Context: an optimization exercise on an open-source flow, tuned for small area, a short achievable clock period and few clock cycles per item. The choices shown serve that exercise and are no tape-out recipe.
Only simulation tests tie the RTL to the original design; equivalence was not proved.
Power figures rest on the tool's default switching activity, not on a simulated workload.

### design/flow/config.mk
export PLATFORM = sky130hd
export DESIGN_NAME = bmr_blockrot
export DESIGN_NICKNAME = bmr_blockrot
export VERILOG_FILES = /design/flow/design.v
export SDC_FILE = /design/flow/constraint.sdc
export NUM_CORES = 4
export LEC_CHECK = 0
export CAP_MARGIN = 20
export CORE_MARGIN = 2
export CORE_UTILIZATION = 65
export CTS_CLUSTER_DIAMETER = 100
export CTS_CLUSTER_SIZE = 24
export PLACE_DENSITY = 0.75
export SETUP_SLACK_MARGIN = 5
export SLEW_MARGIN = 20
export TNS_END_PERCENT = 100
### design/flow/constraint.sdc
create_clock -name core_clock -period 8.0 [get_ports {clk}]
set_input_delay 1.6000 -clock core_clock [delete_from_list [all_inputs] [get_ports {clk}]]
set_output_delay 1.6000 -clock core_clock [all_outputs]
set_load 0.01 [all_outputs]
### design/flow/design.v
module bmr_blockrot (
    input  wire        clk,
    input  wire        rst,         
    input  wire        in_valid,
    output wire        in_ready,
    input  wire [63:0] in_data,
    input  wire        in_tpose,    
    output wire        out_valid,
    input  wire        out_ready,
    output wire [63:0] out_data
);
    reg        dir;                 
    reg        hz, vt;              
    reg        ev;                  
    reg [5:0]  e;                   
    reg        eop;                 
    reg [5:0]  l;                   
    reg        lop;                 
    reg [5:0]  dl;                  
    reg [5:0]  de;                  
    reg [5:0]  dle;                 
    reg        emit;                
    reg        ld;                  
    reg        rdy;                 
    reg [63:0] rd;                  
    reg        rt;                  
    reg        rv;                  
    reg [63:0] oh, ot;              
    reg        ohv, otv;
    wire l0   = (l == 6'd0);
    wire l63  = (l == 6'd63);
    wire e63  = (e == 6'd63);
    wire sw   = ld && l63;
    wire opop = ohv && out_ready;
    wire in_fire = in_valid && rdy;
    wire        op_in = l0 ? rt : lop;
    wire [63:0] dw;                 
    genvar gp;
    generate
        for (gp = 0; gp < 64; gp = gp + 1) begin : g_in
            assign dw[gp] = op_in ? rd[gp ^ 56] : rd[gp];
        end
    endgenerate
    wire       idle  = !ev && l0 && !ld;
    wire       ev_n  = sw || (ev && !(emit && e63));
    wire       otv_n = otv ? !opop : (emit && ohv && !opop);
    wire       rv_n  = in_fire || (rv && !ld);
    wire       lm_n  = (ld || idle) ? (dl == 6'd0) : (dl == 6'd1);
    wire       em_n  = sw || (emit ? (de == 6'd0) : (de == 6'd1));
    wire       enz_n = !sw && ((emit && !ld) ? (dle != 6'd63) :
                               (!emit && ld) ? (dle != 6'd1) : (dle != 6'd0));
    wire       emit_n = ev_n && em_n && !otv_n;
    wire       ld_n  = rv_n && lm_n && (!ev_n || enz_n || emit_n);
    wire       rdy_n = !rv_n || ld_n;
    wire [4095:0] s;                
    wire [63:0] ex_h, ex_v;         
    generate
        for (gp = 0; gp < 64; gp = gp + 1) begin : g_row
            localparam [63:0] INV = (gp % 2) ? 64'h5555555555555555 : 64'hAAAAAAAAAAAAAAAA;
            reg [63:0] q;
            wire in_bit = dw[gp ^ 56] ^ ~INV[63];
            wire [63:0] nh = ~{(ld ? in_bit : q[0]), q[63:1]};
            wire [63:0] nv;
            if (gp == 0) begin : g_top
                wire [63:0] in_row;
                genvar gq;
                for (gq = 0; gq < 64; gq = gq + 1) begin : g_q
                    assign in_row[gq] = dw[gq ^ 7] ^ ~INV[gq];
                end
                assign nv = ~(ld ? in_row : s[64*63 +: 64]);
            end else begin : g_mid
                assign nv = ~s[64*(gp-1) +: 64];
            end
            always @(posedge clk)
                q <= ~((~nh | {64{vt}}) & (~nv | {64{hz}}));
            assign s[64*gp +: 64] = q;
            assign ex_h[gp ^ 7] = q[0] ^ INV[0];
        end
        for (gp = 0; gp < 64; gp = gp + 1) begin : g_exv
            localparam integer INV63 = (63 + gp) % 2;
            assign ex_v[gp ^ 56] = s[64*63 + gp] ^ INV63;
        end
    endgenerate
    wire [63:0] ex_r = dir ? ex_v : ex_h;
    wire [63:0] ex;
    generate
        for (gp = 0; gp < 64; gp = gp + 1) begin : g_out
            assign ex[gp] = eop ? ex_r[gp ^ 7] : ex_r[gp];
        end
    endgenerate
    always @(posedge clk) begin
        if (rdy) begin
            rd <= in_data;
            rt <= in_tpose;
        end
        if (otv) begin
            if (opop) oh <= ot;
        end else if (emit) begin
            if (!ohv || opop) oh <= ex;
            else              ot <= ex;
        end
        if (rst) begin
            dir <= 1'b0; hz <= 1'b1; vt <= 1'b0;
            ev <= 1'b0; e <= 6'd0; eop <= 1'b0; l <= 6'd0; lop <= 1'b0;
            dl <= 6'd0; de <= 6'd0; dle <= 6'd0;
            emit <= 1'b0; ld <= 1'b0; rdy <= 1'b1; rv <= 1'b0;
            ohv <= 1'b0; otv <= 1'b0;
        end else begin
            ev   <= ev_n;
            otv  <= otv_n;
            rv   <= rv_n;
            emit <= emit_n;
            ld   <= ld_n;
            rdy  <= rdy_n;
            if (ld) l <= l + 6'd1;
            if (sw) e <= 6'd0;
            else if (emit) e <= e + 6'd1;
            if (!(ld || idle)) dl <= dl - 6'd1;
            if (sw) de <= 6'd0;
            else if (!emit) de <= de - 6'd1;
            if (sw) dle <= 6'd0;
            else if (emit && !ld) dle <= dle + 6'd1;
            else if (!emit && ld) dle <= dle - 6'd1;
            if (ld && l0) lop <= rt;
            if (sw) begin
                eop <= lop;
                dir <= !dir;
                hz  <= dir;
                vt  <= !dir;
            end
            if (!otv && emit) begin
                if (!ohv || opop) ohv <= 1'b1;
            end else if (opop) begin
                ohv <= otv;
            end
        end
    end
    assign in_ready  = rdy;
    assign out_valid = ohv;
    assign out_data  = oh;
endmodule
### design/flow/run.sh
#!/bin/bash
# synth_recipe.tcl (not shown) runs the flow's synth.tcl, then flattens the netlist and writes it again
# the make line also repeats each setting of config.mk as NAME=value (left out here)
make -C /OpenROAD-flow-scripts/flow DESIGN_CONFIG=/design/flow/config.mk WORK_HOME=/design/flow/orfs CLKGATE_MAP_FILE= SYNTH_SCRIPT=/design/flow/synth_recipe.tcl finish
==> results of run 1 <==
[where the power goes]
| group | switching, mW | leakage (nW) | total [mW] | internal, mW |
|---|---|---|---|---|
| registers | 4.43 | 36.4 | 32.4 | 28.0 |
| clock network | 6.31 | 2.57 | 10.9 | 4.56 |
| logic | 2.00 | 8.41 | 5.12 | 3.12 |
[cell usage in the layout (no fill, tap or decap), types with 14 or more instances in the layout]
cell / count
o22a_1: 124
o21ai_1: 90
nor2_1: 37
o21ai_0: 68
clkdlybuf4s50_1: 68
buf_2: 63
buf_12: 26
o211ai_2: 17
buf_4: 29
edfxtp_1: 193
mux2i_1: 38
o22ai_1: 3969
dfxtp_1: 4130
inv_1: 105
clkbuf_16: 203
mux4_2: 62
nand2_1: 16
mux2_2: 64
ha_1: 15
buf_6: 14
o211ai_1: 14
clkbuf_1: 16
[synth_stat cells (30+ instances only)]
cell / instances
dfxtp_1: 4137
inv_1: 105
buf_1: 30
o22a_1: 124
o22ai_1: 3969
o21ai_0: 68
mux2_2: 64
mux2i_1: 38
edfxtp_1: 193
nor2_1: 38
buf_2: 406
clkbuf_1: 526
o21ai_1: 90
mux4_2: 62
[cell families (layout without fill, tap and decap cells)]
kind of cell	after synthesis	after routing	share of synthesized area
xor+xnor	26	26	0.001838
buf+inv	1075	540	0.03740
simple gates	96	97	0.004070
compound gates	4310	4310	0.2197
flops	4330	4330	0.7152
mux	165	165	0.02028
fa+ha+maj	15	15	0.001515
[layer usage]
layer | vias to the layer above | part of all wire
met5 | - | 0
met4 | 0 | 0.031
met3 | 374 | 0.041
met2 | 1742 | 0.46
met1 | 38500 | 0.47
li1 | 37410 | -
[layout make-up]
cell class,count,area [um^2]
Timing Repair Buffer,207,2082
Inverter,105,394.1
Tap cell,2511,3142
Sequential cell,4330,88630
Clock buffer,218,5115
Clock inverter,10,136.4
Multi-Input combinational cell,4613,30680
Fill cell,13690,59600
[worst reg2reg max path: stages, from the launching register on]
cell and delay, ns:
dfxtp_4 0.75, buf_16 0.64, buf_12 0.89, o22ai_1 0.46
[state kept, by name, indices dropped and copies added (netlist names), 6 cells and up]
name     count
g_row.q   4096
oh          64
ot          64
rd          64
de           6
dl           6
dle          6
e            6
l            6
[stage by stage]
stage	setup WS [ns]	hold WS, ns	utilization	total power [mW]	instance area, um^2
after detailed placement	4.560	0.4312	0.6591	37.76	125100
after global placement	4.570	0.4318	0.6590	37.65	125100
after floorplan	4.731	0.4116	-	34.99	123900
after CTS	4.786	0.4391	0.6852	48.49	130000
after global routing	4.879	0.4501	0.6860	50.44	130200
final	4.935	0.4334	0.6860	48.40	130200
[timing repair]
action,CTS,global route
hold buffers,0,0
setup buffers,1,2
gates cloned,0,2
endpoints found under the setup margin,603,1370
pin swaps,0,1
gates resized for setup,271,15
[path summary, 6_finish.rpt]
check | start | end | slack (ns) | cells past startpoint
worst max-delay path | oh[29] | out_data[29] | 4.94 | 1
worst min-delay path | g_row[40].q[24] | g_row[40].q[23] | 0.43 | 1
worst max register to register | dir | g_row[33].q[50] | 5.06 | 3
worst min register to register | g_row[40].q[24] | g_row[40].q[23] | 0.43 | 1
==> insert_results.sql, run 1 <==
INSERT INTO impl_metrics (metric_group, metric, value, unit) VALUES
('outcome', 'run_status', 'no timing/DRC/antenna violations', ''),
('global_routing', 'grt.overflow.total', '0', ''),
('global_routing', 'gr-usage-all-layers', '0.2700', ''),
('critical_path', 'critical_path.n_buffers_inverters', '1', ''),
('sta', 'timing.final.crit_share', '0.3831', ''),
('sta', 'slew_headroom', '0.2811', ''),
('critical_path', 'crit_family', 'flip-flops', ''),
('final_layout', 'final_layout_size_suffix_gt1_frac', '0.05420', ''),
('logic_synthesis', 'synthDistinctLibCells', '54', ''),
('sta', 'tns', '0', 'ns'),
('global_routing', 'global_route.usage.met2', '0.4102', ''),
('logic_synthesis', 'synth.ff_latch_count', '4330', ''),
('run', 'maxCapViolCount', '0', ''),
('drt', 'drt-initial-drc-count', '7663', ''),
('sta', 'rsz_0062_raised_after_global_routing', 'true', ''),
('clocking', 'clock_pin_slew_on_the_worst_setup_and_hold_paths', '0.09', 'ns'),
('drt', 'detailroute.via_count', '78030', ''),
('critical_path', 'timing_worst_setup_path_type', 'flip-flop to primary output', ''),
('clocking', 'inserted_clock_buffers', '198', ''),
('sta', 'timing.fmax', '0.3263', 'GHz'),
('floorplanning', 'floorplan.core_area', '0.1898', 'mm^2'),
('placed_design', 'dpl.hpwl', '167400', 'um'),
('global_routing', 'via_count_of_the_first_global_routing_pass', '73960', ''),
('logic_synthesis', 'synth.top_cells.by_area', 'dfxtp_1 (67%), o22ai_1 (20%), edfxtp_1 (4.7%)', ''),
('critical_path', 'largest_stage_delay_worst_path', '0.42', 'ns'),
('final_layout', 'finish.net_count', '9539', ''),
('critical_path', 'critPathSlowestCell', 'edfxtp_1', ''),
('hold_path', 'hp-class', 'flip-flop to flip-flop', ''),
('logic_synthesis', 'yosys_warnings', '1', ''),
('critical_path', 'worstPathArrival', '1.46', 'ns'),
('logic_synthesis', 'synthesized_cell_area', '0.1239', 'mm^2'),
('floorplanning', 'chip_width', '440.6', 'um'),
('critical_path', 'start_kind', 'flip-flop', ''),
('drt', 'final_routed_wirelength_across_all_metal_layers', '272600', 'um'),
('pwr', 'vdd_drop_max', '0.2504', 'mV'),
('final_layout', 'area_growth_from_synthesis_to_layout', '5.078', '%'),
('sta', 'period_minus_slack', '3.065', 'ns'),
('logic_synthesis', 'synthDominantCellAreaShare', '0.6685', ''),
('logic_synthesis', 'synthesis.area_per_instance', '12.37', 'um^2'),
('critical_path', 'cp.required', '6.40', 'ns'),
('drt', 'via_per_inst', '6.506', ''),
('global_routing', 'grt_start_max_net_pins', '265', ''),
('global_routing', 'grtUsageMet1', '0.4051', ''),
('drt', 'drc', '0', ''),
('drt', 'routed_wire_length_per_instance', '22.73', 'um'),
('sta', 'timing.final.setup_violations', '0', ''),
('clocking', 'clock_latency', '0.87', 'ns'),
('sta', 'worst_clock_skew', '0.03642', 'ns'),
('clocking', 'cts_buffer_depth', '3', ''),
('floorplanning', 'vertical_die_dimension', '440.6', 'um'),
('placed_design', 'numPlacedInstances', '11760', ''),
('global_routing', 'groute.layer.met3.usage', '0.03216', ''),
('logic_synthesis', 'synth-seq-area-share', '0.7152', ''),
('logic_synthesis', 'synth-edff-count', '193', ''),
('global_routing', 'grt_busiest_layer', 'met2', ''),
('final_layout', 'post_layout_nonfiller_instances', '11990', ''),
('sta', 'worstMarginPinSlew', '1.078', 'ns'),
('clocking', 'sinks_on_clock_net', '4330', ''),
('placed_design', 'io_buffer_count', '134', ''),
('floorplanning', 'floorplan.rows', '160', ''),
('sta', 'finalHoldViolCount', '0', ''),
('placed_design', 'place_congestion', '0.8731', ''),
('drt', 'first_pass_iters', '6', ''),
('floorplanning', 'floorplan.initialDensity', '0.6528', ''),
('sta', 'final-max-slew-violation-count', '0', ''),
('clocking', 'cts-htree-levels', '4', ''),
('logic_synthesis', 'synth_area_leader_cell', 'dfxtp_1', ''),
('global_routing', 'grt_antenna_before_repair', '1', ''),
('logic_synthesis', 'main_synth_ff_type', 'dfxtp_1', ''),
('floorplanning', 'boundaryPins', '135', ''),
('clocking', 'tritoncts', 'yes', ''),
('floorplanning', 'die_footprint', '0.1941', 'mm^2'),
('pwr', 'pwr_density_cell', '371.8', 'mW/mm^2'),
('final_layout', 'n_antenna_cell', '0', ''),
('global_routing', 'grt_first_pass_wirelength', '423300', 'um'),
('pwr', 'total_leakage_power', '47.37', 'nW'),
('clocking', 'clock_tree.root_cell', 'clkbuf_16', ''),
('critical_path', 'timing.critical_path.fanout_max', '1', ''),
('logic_synthesis', 'synth.net_count', '10100', ''),
('critical_path', 'cp_cell_sequence', 'buf_2', ''),
('drt', 'postRouteAntennaNets', '0', ''),
('logic_synthesis', 'syn-instance-count', '10020', ''),
('logic_synthesis', 'async_flop_share', '0', ''),
('critical_path', 'cp-end-kind', 'primary output', '');
Testbench counts, summed over its fixed seeds: cycles 8,720, blocks 128.
==> run 2, diff against run 1 <==
--- a/design/flow/config.mk
+++ b/design/flow/config.mk
@@ -7,10 +7,10 @@
 export LEC_CHECK = 0
 export CAP_MARGIN = 20
 export CORE_MARGIN = 2
-export CORE_UTILIZATION = 65
+export CORE_UTILIZATION = 75
 export CTS_CLUSTER_DIAMETER = 100
 export CTS_CLUSTER_SIZE = 24
-export PLACE_DENSITY = 0.75
+export PLACE_DENSITY = 0.85
 export SETUP_SLACK_MARGIN = 5
 export SLEW_MARGIN = 20
 export TNS_END_PERCENT = 100
==> insert_results.sql, run 2 <==
INSERT INTO impl_metrics (metric_group, metric, value, unit) VALUES
('sta', 'worst_hold_slack', '0.4179', 'ns'),
('clocking', 'postCtsHoldBufs', '0', ''),
('global_routing', 'gr-usage-all-layers', '0.3059', ''),
('pwr', 'p_seq_frac', '0.668', ''),
('placed_design', 'place_congestion', '0.8915', ''),
('logic_synthesis', 'synth.top_cells.by_area', 'dfxtp_1 (67%), o22ai_1 (20%), edfxtp_1 (4.7%)', ''),
('floorplanning', 'floorplan.initialDensity', '0.7535', ''),
('logic_synthesis', 'synthDominantCellAreaShare', '0.6685', ''),
('pwr', 'power_switching', '12.75', 'mW'),
('outcome', 'run_status', 'no timing/DRC/antenna violations', ''),
('clocking', 'clock_pin_slew_on_the_worst_setup_and_hold_paths', '0.09', 'ns'),
('critical_path', 'critical_path.n_buffers_inverters', '1', ''),
('floorplanning', 'die_footprint', '0.1685', 'mm^2'),
('global_routing', 'groute.layer.met3.usage', '0.04088', ''),
('floorplanning', 'chip_width', '410.4', 'um'),
('final_layout', 'fill_cells', '9332', ''),
('drt', 'postRouteAntennaNets', '0', ''),
('sta', 'timing.final.setup_violations', '0', ''),
('sta', 'slew_headroom', '0.1326', ''),
('drt', 'via_per_inst', '6.791', ''),
('logic_synthesis', 'synthMuxAreaShare', '0.02028', ''),
('logic_synthesis', 'yosys_warnings', '1', ''),
('clocking', 'cts_buffer_depth', '3', ''),
('pwr', 'vdd_drop_max', '0.3127', 'mV'),
('logic_synthesis', 'synthesis.area_per_instance', '12.37', 'um^2'),
('global_routing', 'grtUsageMet1', '0.4394', ''),
('logic_synthesis', 'synthDistinctLibCells', '54', ''),
('logic_synthesis', 'synth.net_count', '10100', ''),
('final_layout', 'top_register', 'g_row.q', ''),
('sta', 'final-max-slew-violation-count', '0', ''),
('pwr', 'combinationalPowerShare', '0.108', ''),
('placed_design', 'numPlacedInstances', '11430', ''),
('global_routing', 'via_count_of_the_first_global_routing_pass', '75190', ''),
('critical_path', 'timing_worst_setup_path_type', 'flip-flop to primary output', ''),
('logic_synthesis', 'synth_commonest_cells', 'dfxtp_1 (4,137), o22ai_1 (3,969), clkbuf_1 (526)', ''),
('clocking', 'cts-htree-levels', '4', ''),
('critical_path', 'crit_family', 'flip-flops', ''),
('logic_synthesis', 'yosys.area_share.simple', '0.004070', ''),
('floorplanning', 'floorplan.core_area', '0.1644', 'mm^2'),
('placed_design', 'io_buffer_count', '134', ''),
('final_layout', 'post_layout_nonfiller_instances', '11670', ''),
('drt', 'drt-initial-drc-count', '9018', ''),
('sta', 'tns', '0', 'ns'),
('critical_path', 'timing.critical_path.fanout_max', '1', ''),
('drt', 'first_pass_iters', '7', ''),
('logic_synthesis', 'post-synth-top-count-cell', 'dfxtp_1', ''),
('clocking', 'inserted_clock_buffers', '198', ''),
('global_routing', 'grt_antenna_before_repair', '3', ''),
('sta', 'rsz_0062_raised_after_global_routing', 'true', ''),
('final_layout', 'most_frequent_cells_in_the_layout', 'dfxtp_1 (4,130), o22ai_1 (3,969), clkbuf_16 (200), edfxtp_1 (193), o22a_1 (124)', ''),
('logic_synthesis', 'synth-compound-area-share', '0.2197', ''),
('sta', 'period_minus_slack', '3.119', 'ns'),
('logic_synthesis', 'main_synth_ff_type', 'dfxtp_1', ''),
('critical_path', 'worstPathArrival', '1.52', 'ns'),
('logic_synthesis', 'synth-seq-area-share', '0.7152', ''),
('pwr', 'p_clk_frac', '0.223', ''),
('clocking', 'tritoncts', 'yes', ''),
('critical_path', 'cp_cell_sequence', 'buf_6', ''),
('global_routing', 'grt.overflow.total', '0', ''),
('final_layout', 'area_growth_from_synthesis_to_layout', '4.757', '%'),
('logic_synthesis', 'largest_family_of_logic_cells_by_synthesized_area', 'compound AO/OA/AOI/OAI gates', ''),
('drt', 'routed_wire_length_per_instance', '23.04', 'um'),
('final_layout', 'ff_latch_area', '0.08863', 'mm^2'),
('global_routing', 'grt_busiest_layer', 'met2', ''),
('sta', 'worstMarginPinSlew', '1.301', 'ns'),
('logic_synthesis', 'synth-adder-area-share', '0.001515', ''),
('critical_path', 'largest_stage_delay_worst_path', '0.48', 'ns'),
('final_layout', 'finish.net_count', '9534', ''),
('sta', 'timing.fmax', '0.3206', 'GHz'),
('final_layout', 'final_layout_size_suffix_gt1_frac', '0.05381', ''),
('clocking', 'sinks_on_clock_net', '4330', ''),
('logic_synthesis', 'async_flop_share', '0', ''),
('hold_path', 'hp-class', 'flip-flop to flip-flop', ''),
('final_layout', 'multi_input_gate_area_in_the_final_layout', '0.03070', 'mm^2'),
('logic_synthesis', 'syn-instance-count', '10020', ''),
('logic_synthesis', 'synth-edff-count', '193', ''),
('drt', 'detailroute.via_count', '79240', ''),
('clocking', 'clock_latency', '0.87', 'ns'),
('sta', 'timing.final.crit_share', '0.3899', ''),
('floorplanning', 'vertical_die_dimension', '410.4', 'um'),
('global_routing', 'global_route.usage.met2', '0.4790', ''),
('floorplanning', 'floorplan.rows', '149', ''),
('critical_path', 'cp.required', '6.40', 'ns'),
('critical_path', 'start_kind', 'flip-flop', ''),
('critical_path', 'critPathSlowestCell', 'edfxtp_1', ''),
('pwr', 'power.switching_fraction', '0.2637', ''),
('run', 'maxCapViolCount', '0', ''),
('critical_path', 'cp-end-kind', 'primary output', ''),
('floorplanning', 'boundaryPins', '135', ''),
('final_layout', 'largest_reg_flops', '4096', ''),
('global_routing', 'grt_first_pass_wirelength', '416700', 'um'),
('sta', 'finalHoldViolCount', '0', ''),
('global_routing', 'grt_start_max_net_pins', '284', ''),
('pwr', 'total_leakage_power', '47.36', 'nW'),
('sta', 'worst_clock_skew', '0.03820', 'ns'),
('pwr', 'pwr_density_cell', '372.6', 'mW/mm^2'),
('placed_design', 'dpl.hpwl', '162100', 'um'),
('pwr', 'internal-power', '35.61', 'mW'),
('drt', 'drc', '0', ''),
('logic_synthesis', 'synthesized_cell_area', '0.1239', 'mm^2'),
('logic_synthesis', 'yosys.area_share.xor_xnor', '0.001838', ''),
('drt', 'final_routed_wirelength_across_all_metal_layers', '268800', 'um'),
('logic_synthesis', 'synth.ff_latch_count', '4330', ''),
('clocking', 'clock_tree.root_cell', 'clkbuf_16', ''),
('final_layout', 'final_common_cell', 'dfxtp_1', ''),
('logic_synthesis', 'synth_area_leader_cell', 'dfxtp_1', '');
==> run 2: cell types whose count changed in the layout (fill, tap and decap cells not counted), moves of 2 or more <==
| cell | change |
|---|---|
| buf_12 | -3 |
| buf_16 | +2 |
| buf_2 | -6 |
| buf_4 | -9 |
| buf_6 | +11 |
| clkbuf_1 | +2 |
| clkbuf_16 | -3 |
| nand2b_1 | -2 |
==> run 2: cell type report <==
| type | instances | share of cell area |
|---|---|---|
| sequential | 4330 | 0.6829 |
| inverter | 105 | 0.003037 |
| clock buffer | 218 | 0.03908 |
| multi-input combinational | 4613 | 0.2365 |
| antenna | 1 | 0.00001928 |
| tap | 2189 | 0.02110 |
| clock inverter | 10 | 0.001080 |
| timing repair buffer | 202 | 0.01626 |
==> run 2: kinds of logic (layout without fill, tap and decap cells) <==
family / Yosys count / after routing
flip-flops: 4330 / 4330
AO/OA/AOI/OAI: 4310 / 4310
buffers and inverters: 1075 / 535
multiplexers: 165 / 165
AND/OR/NAND/NOR: 96 / 97
XOR/XNOR: 26 / 26
adder cells (fa/ha/maj): 15 / 15
other: 0 / 1
==> run 2: per-layer routing <==
metal / vias to the layer above / share of wire
met2: 2555 / 0.47
met4: 2 / 0.037
li1: 37390 / -
met1: 38790 / 0.44
met5: - / 0.000074
met3: 500 / 0.055
==> run 2: per-stage QoR <==
stage	power [mW]	setup slack (ns)	cell area, um^2	util
floorplan	34.99	4.731	123900	-
global placement	37.33	4.526	124600	0.7578
detailed placement	37.64	4.497	124600	0.7578
CTS	48.31	4.836	129700	0.7885
global route	50.20	4.842	129800	0.7893
finish	48.36	4.881	129800	0.7893
==> run 2: worst paths after layout <==
kind / from / endpoint / slack (ns) / depth (start not counted)
setup / recovery: oh[62] / out_data[62] / 4.88 / 1
hold / removal: g_row[12].q[56] / g_row[12].q[55] / 0.42 / 1
setup reg to reg: hz / g_row[42].q[47] / 5.05 / 3
hold reg to reg: g_row[12].q[56] / g_row[12].q[55] / 0.42 / 1
==> run 2: power by group through the flow <==
stage | combinational, mW | sequential [mW] | clock, mW
global placement | 4.86 | 32.5 | 0
global route | 5.75 | 32.9 | 11.6
floorplan | 4.19 | 30.8 | 0
detailed placement | 5.10 | 32.5 | 0
finish | 5.24 | 32.3 | 10.8
CTS | 5.22 | 32.2 | 10.9
==> run 2: timing repair <==
action,in CTS,in global routing
setup endpoints to repair,2777,1484
buffers inserted,2,2
pin swaps,1,0
gates resized for setup,282,25
gates cloned,2,0
==> run 3, diff against run 2 <==
--- a/design/flow/config.mk
+++ b/design/flow/config.mk
@@ -7,10 +7,10 @@
 export LEC_CHECK = 0
 export CAP_MARGIN = 20
 export CORE_MARGIN = 2
-export CORE_UTILIZATION = 75
+export CORE_UTILIZATION = 45
 export CTS_CLUSTER_DIAMETER = 100
 export CTS_CLUSTER_SIZE = 24
-export PLACE_DENSITY = 0.85
+export PLACE_DENSITY = 0.6
 export SETUP_SLACK_MARGIN = 5
 export SLEW_MARGIN = 20
 export TNS_END_PERCENT = 100
==> insert_results.sql, run 3 <==
INSERT INTO impl_metrics (metric_group, metric, value, unit) VALUES
('floorplanning', 'boundaryPins', '135', ''),
('final_layout', 'largest_reg_flops', '4096', ''),
('logic_synthesis', 'synth.top_cells.by_area', 'dfxtp_1 (67%), o22ai_1 (20%), edfxtp_1 (4.7%)', ''),
('critical_path', 'r2r_setup_slack', '4.97', 'ns'),
('global_routing', 'grt.overflow.total', '0', ''),
('clocking', 'sinks_on_clock_net', '4330', ''),
('logic_synthesis', 'synthesized_cell_area', '0.1239', 'mm^2'),
('clocking', 'cts_buffer_depth', '4', ''),
('hold_path', 'holdCritStartpoint', 'g_row[9].q[26]', ''),
('global_routing', 'grt_start_max_net_pins', '261', ''),
('critical_path', 'timing_worst_setup_path_type', 'flip-flop to primary output', ''),
('drt', 'drc', '0', ''),
('placed_design', 'dpl.hpwl', '181400', 'um'),
('sta', 'period_minus_slack', '3.139', 'ns'),
('logic_synthesis', 'synth_area_leader_cell', 'dfxtp_1', ''),
('sta', 'final-max-slew-violation-count', '0', ''),
('final_layout', 'area_growth_from_synthesis_to_layout', '6.682', '%'),
('final_layout', 'top_register', 'g_row.q', ''),
('final_layout', 'most_frequent_cells_in_the_layout', 'dfxtp_1 (4,130), o22ai_1 (3,969), clkbuf_16 (217), edfxtp_1 (193), o22a_1 (124)', ''),
('critical_path', 'crit_family', 'flip-flops', ''),
('critical_path', 'critPathSlowestCell', 'edfxtp_1', ''),
('pwr', 'pwr_density_cell', '369.8', 'mW/mm^2'),
('logic_synthesis', 'synth-compound-area-share', '0.2197', ''),
('logic_synthesis', 'synthesis.area_per_instance', '12.37', 'um^2'),
('sta', 'worst_clock_skew', '0.09347', 'ns'),
('logic_synthesis', 'async_flop_share', '0', ''),
('logic_synthesis', 'yosys.area_share.xor_xnor', '0.001838', ''),
('floorplanning', 'die_footprint', '0.2795', 'mm^2'),
('placed_design', 'detailedPlace.worstSlack', '4.509', 'ns'),
('logic_synthesis', 'synthMuxAreaShare', '0.02028', ''),
('critical_path', 'timing.critical_path.fanout_max', '1', ''),
('critical_path', 'largest_stage_delay_worst_path', '0.43', 'ns'),
('critical_path', 'start_kind', 'flip-flop', ''),
('logic_synthesis', 'yosys_warnings', '1', ''),
('final_layout', 'final_common_cell', 'dfxtp_1', ''),
('drt', 'final_routed_wirelength_across_all_metal_layers', '293500', 'um'),
('hold_path', 'hp-class', 'flip-flop to flip-flop', ''),
('critical_path', 'cp-end-kind', 'primary output', ''),
('logic_synthesis', 'largest_family_of_logic_cells_by_synthesized_area', 'compound AO/OA/AOI/OAI gates', ''),
('floorplanning', 'floorplan.rows', '192', ''),
('critical_path', 'reg2regPathDepth', '3', ''),
('critical_path', 'cp_cell_sequence', 'buf_6', ''),
('logic_synthesis', 'synth.ff_latch_count', '4330', ''),
('logic_synthesis', 'post-synth-top-count-cell', 'dfxtp_1', ''),
('logic_synthesis', 'yosys.area_share.simple', '0.004070', ''),
('outcome', 'run_status', 'no timing/DRC/antenna violations', ''),
('critical_path', 'worstPathArrival', '1.54', 'ns'),
('logic_synthesis', 'synthDistinctLibCells', '54', ''),
('floorplanning', 'vertical_die_dimension', '528.7', 'um'),
('critical_path', 'rr_endpoint', 'g_row[25].q[18]', ''),
('final_layout', 'finish.net_count', '9556', ''),
('sta', 'timing.final.crit_share', '0.3924', ''),
('clocking', 'clock_pin_slew_on_the_worst_setup_and_hold_paths', '0.09', 'ns'),
('critical_path', 'cp.required', '6.40', 'ns'),
('drt', 'detailroute.via_count', '78060', ''),
('logic_synthesis', 'synthDominantCellAreaShare', '0.6685', ''),
('hold_path', 'min_delay_path_depth', '1', ''),
('sta', 'timing.final.setup_violations', '0', ''),
('pwr', 'total_leakage_power', '47.66', 'nW'),
('sta', 'worstMarginPinSlew', '1.180', 'ns'),
('logic_synthesis', 'synth.net_count', '10100', ''),
('hold_path', 'whs_endpoint', 'g_row[10].q[26]', ''),
('logic_synthesis', 'synth-adder-area-share', '0.001515', ''),
('critical_path', 'critical_path.reg2reg.startpoint', 'hz', ''),
('drt', 'via_per_inst', '5.963', ''),
('critical_path', 'critical_path.n_buffers_inverters', '1', ''),
('global_routing', 'gr-usage-all-layers', '0.1994', ''),
('global_routing', 'grt_first_pass_wirelength', '452200', 'um'),
('drt', 'routed_wire_length_per_instance', '22.42', 'um'),
('drt', 'drt-initial-drc-count', '6392', ''),
('clocking', 'tritoncts', 'yes', ''),
('placed_design', 'place_congestion', '0.8652', ''),
('floorplanning', 'chip_width', '528.7', 'um'),
('logic_synthesis', 'synth_commonest_cells', 'dfxtp_1 (4,137), o22ai_1 (3,969), clkbuf_1 (526)', ''),
('clocking', 'clock_tree.root_cell', 'clkbuf_16', ''),
('sta', 'rsz_0062_raised_after_global_routing', 'true', ''),
('sta', 'tns', '0', 'ns'),
('logic_synthesis', 'synth-seq-area-share', '0.7152', ''),
('pwr', 'vdd_drop_max', '0.2086', 'mV'),
('clocking', 'postCtsHoldBufs', '0', ''),
('sta', 'timing.fmax', '0.3185', 'GHz'),
('clocking', 'inserted_clock_buffers', '208', ''),
('clocking', 'cts-htree-levels', '4', ''),
('sta', 'setup_slack', '4.861', 'ns'),
('logic_synthesis', 'synth-edff-count', '193', ''),
('sta', 'slew_headroom', '0.2134', ''),
('run', 'maxCapViolCount', '0', ''),
('clocking', 'clock_latency', '0.93', 'ns'),
('sta', 'finalHoldViolCount', '0', ''),
('global_routing', 'grt_antenna_before_repair', '3', ''),
('final_layout', 'final_layout_size_suffix_gt1_frac', '0.05569', ''),
('logic_synthesis', 'syn-instance-count', '10020', ''),
('logic_synthesis', 'main_synth_ff_type', 'dfxtp_1', ''),
('floorplanning', 'floorplan.initialDensity', '0.4524', ''),
('placed_design', 'io_buffer_count', '134', ''),
('drt', 'postRouteAntennaNets', '0', ''),
('drt', 'first_pass_iters', '6', ''),
('floorplanning', 'floorplan.core_area', '0.2739', 'mm^2'),
('global_routing', 'via_count_of_the_first_global_routing_pass', '76650', '');
[run 3: cell counts after synthesis]
No cell type changed its count.
[run 3: repair_timing]
item / CTS / global route
setup buffers: 1 / 2
cloned: 3 / 5
resized for setup: 306 / 20
setup endpoints to repair: 1285 / 1670
[run 3: area by class of cell]
cell class / count / area (um^2)
Multi-Input combinational cell: 4612 / 30680
Tap cell: 3589 / 4491
Fill cell: 24460 / 141700
Sequential cell: 4330 / 88630
Inverter: 105 / 394.1
Clock inverter: 8 / 141.4
Antenna cell: 3 / 7.507
Clock buffer: 229 / 5369
Timing Repair Buffer: 215 / 2464
[run 3: per-stage QoR]
step           instances  area, um^2  utilization  power [mW]  hold WS [ns]
2_1_floorplan      10020      123900            -       34.99        0.4116
3_3_place_gp       12840      126500       0.4617       37.95        0.4295
3_5_place_dp       12840      126500       0.4617       37.98        0.4333
4_1_cts            13080      131900       0.4817       49.21        0.3720
5_1_grt            13090      132200       0.4826       51.13        0.3937
6_report           13090      132200       0.4826       48.88        0.3826
[run 3: layer usage]
layer | part of all wire | GRT usage
met5 | 0 | 0
met4 | 0.023 | 0.04599
met3 | 0.037 | 0.02344
met2 | 0.46 | 0.3128
met1 | 0.48 | 0.2937
[run 3: power breakdown]
part           leakage [nW]  internal [mW]  switching, mW  total [mW]
Combinational          8.57           3.11           1.88        4.99
Sequential             36.4           28.0           4.64        32.6
Clock                  2.70           4.79           6.49        11.3
Total                  47.7           35.9           13.0        48.9
[run 3: worst max path at each step]
stage	from	to	cells past startpoint	slack, ns
6_report	oh[26]	out_data[26]	1	4.86
5_1_grt	oh[26]	out_data[26]	1	4.78
4_1_cts	oh[26]	out_data[26]	1	4.78
3_5_place_dp	out_ready	oh[35]	4	4.51
3_3_place_gp	out_ready	oh[26]	4	4.53
2_1_floorplan	out_ready	oh[0]	2	4.73
[run 3: cell families after synthesis]
kind of cell    Yosys count
xor+xnor                 26
buf+inv                1075
flops                  4330
compound gates         4310
mux                     165
simple gates             96
fa+ha+maj                15
==> run 4, diff against run 3 <==
--- a/design/flow/design.v
+++ b/design/flow/design.v
@@ -52,6 +52,9 @@
     wire       emit_n = ev_n && em_n && !otv_n;
     wire       ld_n  = rv_n && lm_n && (!ev_n || enz_n || emit_n);
     wire       rdy_n = !rv_n || ld_n;
+    wire       oh_ot   = otv && opop;
+    wire       oh_ex   = !otv && emit && (!ohv || opop);
+    wire       oh_keep = !oh_ot && !oh_ex;
     wire [4095:0] s;                
     wire [63:0] ex_h, ex_v;         
     generate
@@ -93,12 +96,8 @@
             rd <= in_data;
             rt <= in_tpose;
         end
-        if (otv) begin
-            if (opop) oh <= ot;
-        end else if (emit) begin
-            if (!ohv || opop) oh <= ex;
-            else              ot <= ex;
-        end
+        if (!otv && emit && ohv && !opop) ot <= ex;
+        oh <= ({64{oh_ot}} & ot) | ({64{oh_ex}} & ex) | ({64{oh_keep}} & oh);
         if (rst) begin
             dir <= 1'b0; hz <= 1'b1; vt <= 1'b0;
             ev <= 1'b0; e <= 6'd0; eop <= 1'b0; l <= 6'd0; lop <= 1'b0;
--- a/design/flow/config.mk
+++ b/design/flow/config.mk
@@ -7,10 +7,10 @@
 export LEC_CHECK = 0
 export CAP_MARGIN = 20
 export CORE_MARGIN = 2
-export CORE_UTILIZATION = 45
+export CORE_UTILIZATION = 65
 export CTS_CLUSTER_DIAMETER = 100
 export CTS_CLUSTER_SIZE = 24
-export PLACE_DENSITY = 0.6
+export PLACE_DENSITY = 0.75
 export SETUP_SLACK_MARGIN = 5
 export SLEW_MARGIN = 20
 export TNS_END_PERCENT = 100
==> insert_results.sql, run 4 <==
INSERT INTO impl_metrics (metric_group, metric, value, unit) VALUES
('sta', 'timing.final.crit_share', '0.3816', ''),
('clocking', 'sinks_on_clock_net', '4330', ''),
('critical_path', 'timing_worst_setup_path_type', 'flip-flop to primary output', ''),
('drt', 'drt-initial-drc-count', '7016', ''),
('sta', 'worst_hold_slack', '0.4340', 'ns'),
('critical_path', 'cp-end-kind', 'primary output', ''),
('global_routing', 'grt_first_pass_wirelength', '417000', 'um'),
('placed_design', 'dpl.hpwl', '163400', 'um'),
('clocking', 'inserted_clock_buffers', '198', ''),
('global_routing', 'grt_antenna_before_repair', '0', ''),
('logic_synthesis', 'synth-edff-count', '129', ''),
('clocking', 'tritoncts', 'yes', ''),
('critical_path', 'reg2regPathDepth', '3', ''),
('final_layout', 'post_layout_nonfiller_instances', '12100', ''),
('global_routing', 'grtUsageMet1', '0.3888', ''),
('final_layout', 'top_register', 'g_row.q', ''),
('pwr', 'pwr_density_cell', '361.7', 'mW/mm^2'),
('floorplanning', 'boundaryPins', '135', ''),
('floorplanning', 'vertical_die_dimension', '439.8', 'um'),
('global_routing', 'global_route.usage.met2', '0.4113', ''),
('logic_synthesis', 'synth-seq-area-share', '0.7127', ''),
('final_layout', 'fin_util', '0.6922', ''),
('final_layout', 'final_layout_size_suffix_gt1_frac', '0.05413', ''),
('drt', 'first_pass_iters', '6', ''),
('sta', 'final-max-slew-violation-count', '0', ''),
('floorplanning', 'floorplan.core_area', '0.1882', 'mm^2'),
('floorplanning', 'floorplan.initialDensity', '0.6559', ''),
('placed_design', 'io_buffer_count', '134', ''),
('final_layout', 'most_frequent_cells_in_the_layout', 'dfxtp_1 (4,133), o22ai_1 (3,969), clkbuf_16 (201), edfxtp_1 (129), o22a_1 (124)', ''),
('final_layout', 'fill_cells', '13610', ''),
('sta', 'tns', '0', 'ns'),
('logic_synthesis', 'synth_area_leader_cell', 'dfxtp_1', ''),
('sta', 'worstMarginPinSlew', '1.148', 'ns'),
('clocking', 'cts_buffer_depth', '3', ''),
('critical_path', 'start_kind', 'flip-flop', ''),
('global_routing', 'groute.layer.met3.usage', '0.03396', ''),
('drt', 'via_per_inst', '6.459', ''),
('global_routing', 'grt.overflow.total', '0', ''),
('clocking', 'clock_latency', '0.86', 'ns'),
('placed_design', 'place_congestion', '0.8785', ''),
('logic_synthesis', 'synthDominantCellAreaShare', '0.6814', ''),
('sta', 'slew_headroom', '0.2348', ''),
('drt', 'detailroute.via_count', '78170', ''),
('drt', 'final_routed_wirelength_across_all_metal_layers', '264300', 'um'),
('sta', 'rsz_0062_raised_after_global_routing', 'true', ''),
('logic_synthesis', 'synthDistinctLibCells', '55', ''),
('global_routing', 'grt_busiest_layer', 'met2', ''),
('logic_synthesis', 'post-synth-top-count-cell', 'dfxtp_1', ''),
('logic_synthesis', 'synth.top_cells.by_area', 'dfxtp_1 (68%), o22ai_1 (20%), edfxtp_1 (3.1%)', ''),
('global_routing', 'gr-usage-all-layers', '0.2634', ''),
('pwr', 'vdd_drop_max', '0.2787', 'mV'),
('critical_path', 'timing_startpoint_of_the_critical_path', 'rdy', ''),
('drt', 'drc', '0', ''),
('critical_path', 'r2r_setup_slack', '5.08', 'ns'),
('global_routing', 'via_count_of_the_first_global_routing_pass', '75010', ''),
('final_layout', 'area_growth_from_synthesis_to_layout', '5.540', '%'),
('floorplanning', 'die_footprint', '0.1934', 'mm^2'),
('logic_synthesis', 'synth.ff_latch_count', '4330', ''),
('logic_synthesis', 'synth_commonest_cells', 'dfxtp_1 (4,201), o22ai_1 (3,969), clkbuf_1 (610)', ''),
('drt', 'postRouteAntennaNets', '0', ''),
('final_layout', 'finish.net_count', '9663', ''),
('clocking', 'clock_pin_slew_on_the_worst_setup_and_hold_paths', '0.09', 'ns'),
('critical_path', 'rr_endpoint', 'g_row[45].q[49]', ''),
('outcome', 'run_status', 'no timing/DRC/antenna violations', ''),
('hold_path', 'hp-class', 'flip-flop to flip-flop', ''),
('placed_design', 'detailedPlace.worstSlack', '4.025', 'ns'),
('logic_synthesis', 'synthesized_cell_area', '0.1234', 'mm^2'),
('floorplanning', 'chip_width', '439.8', 'um'),
('run', 'maxCapViolCount', '0', ''),
('placed_design', 'numPlacedInstances', '11860', ''),
('critical_path', 'worstPathArrival', '1.45', 'ns');
[run 4: timing repair]
action,in CTS,in global routing
gates resized for setup,410,19
setup buffers,4,2
pin swaps,2,0
setup endpoints to repair,792,1756
gates cloned,6,1
endpoints found under the hold margin,0,0
[run 4: cells by family (layout without fill, tap and decap cells)]
| group | Yosys count | after routing | share of synthesized area |
|---|---|---|---|
| AOI/OAI and AO/OA | 4377 | 4377 | 0.2243 |
| xor gates and xnor gates | 25 | 25 | 0.001774 |
| adders and majority gates | 14 | 14 | 0.001419 |
| buffers and inverters | 1088 | 550 | 0.03741 |
| DFF | 4330 | 4330 | 0.7127 |
| muxes | 101 | 101 | 0.01452 |
| other | 0 | 1 | 0 |
| and+or+nand+nor | 207 | 209 | 0.007815 |
[run 4: worst max-delay path, cell delays in order (launching register included)]
cell and delay, ns:
dfxtp_4 0.36, buf_12 0.12, buf_6 0.11
[run 4: how the worst min path moves through the flow]
stage	from	end	slack (ns)	cells after the start
finish	g_row[62].q[25]	g_row[62].q[24]	0.43	1
global placement	g_row[27].q[6]	g_row[27].q[5]	0.43	1
floorplan	g_row[62].q[63]	g_row[63].q[63]	0.41	1
global route	g_row[62].q[26]	g_row[63].q[26]	0.44	1
detailed placement	g_row[28].q[38]	g_row[28].q[37]	0.43	1
CTS	g_row[62].q[26]	g_row[63].q[26]	0.43	1
[run 4: report_power, final]
| part | switching [mW] | total (mW) | internal (mW) |
|---|---|---|---|
| clock | 6.29 | 10.8 | 4.52 |
| sequential | 3.84 | 31.3 | 27.5 |
| combinational | 2.01 | 4.98 | 2.97 |
[run 4: area by class of cell]
class,count,area [um^2],area share
multi-input combinational,4726,30920,0.2374
clock buffer,216,5065,0.03888
antenna,1,2.502,0.00001921
clock inverter,10,142.6,0.001095
inverter,106,411.6,0.003160
tap,2495,3122,0.02396
timing repair buffer,218,2481,0.01905
sequential,4330,88120,0.6765
[run 4: per-layer routing]
metal,routed length [um],part of all wire
met3,11600,0.044
met2,121700,0.46
met5,0,0
met1,123900,0.47
met4,7025,0.027
Testbench counts of run 4, summed over its fixed seeds: cycles 8,720, blocks 128.

-- separate check: timing with driven ports --
Ports are ideal in the flow. The routed layouts listed here were re-timed in OpenROAD. Step 1: set_driving_cell puts a clkbuf_16 on clk and a buf_2 on each other input, an assumption about the parent block. Step 2 also shifts input and output timing later by t, the mid clock arrival at the registers, as if the neighbouring blocks saw the same clock. a / b / c = ideal ports / drivers / drivers and shift; a / b = the first two.
run	t (ns)	setup slack, ns	hold WS [ns]	slew at the worst register clock pin (ns)	worst data-port slew with drivers (ns)
run 1	0.942	4.935 / 4.850 / 4.557	0.433 / 0.433 / 0.433	0.11 / 0.11	0.08
run 2	0.936	4.881 / 4.795 / 4.436	0.418 / 0.418 / 0.418	0.10 / 0.10	0.08
run 3	0.986	4.861 / 4.766 / 4.471	0.383 / 0.383 / 0.383	0.10 / 0.10	0.06
run 4	0.951	4.947 / 4.852 / 4.119	0.434 / 0.434 / 0.434	0.10 / 0.10	0.04
After both steps setup and hold are still met in every run listed. The setup slack of run 4, which loses most, moves by -0.095 ns with the drivers and by -0.828 ns with both steps.
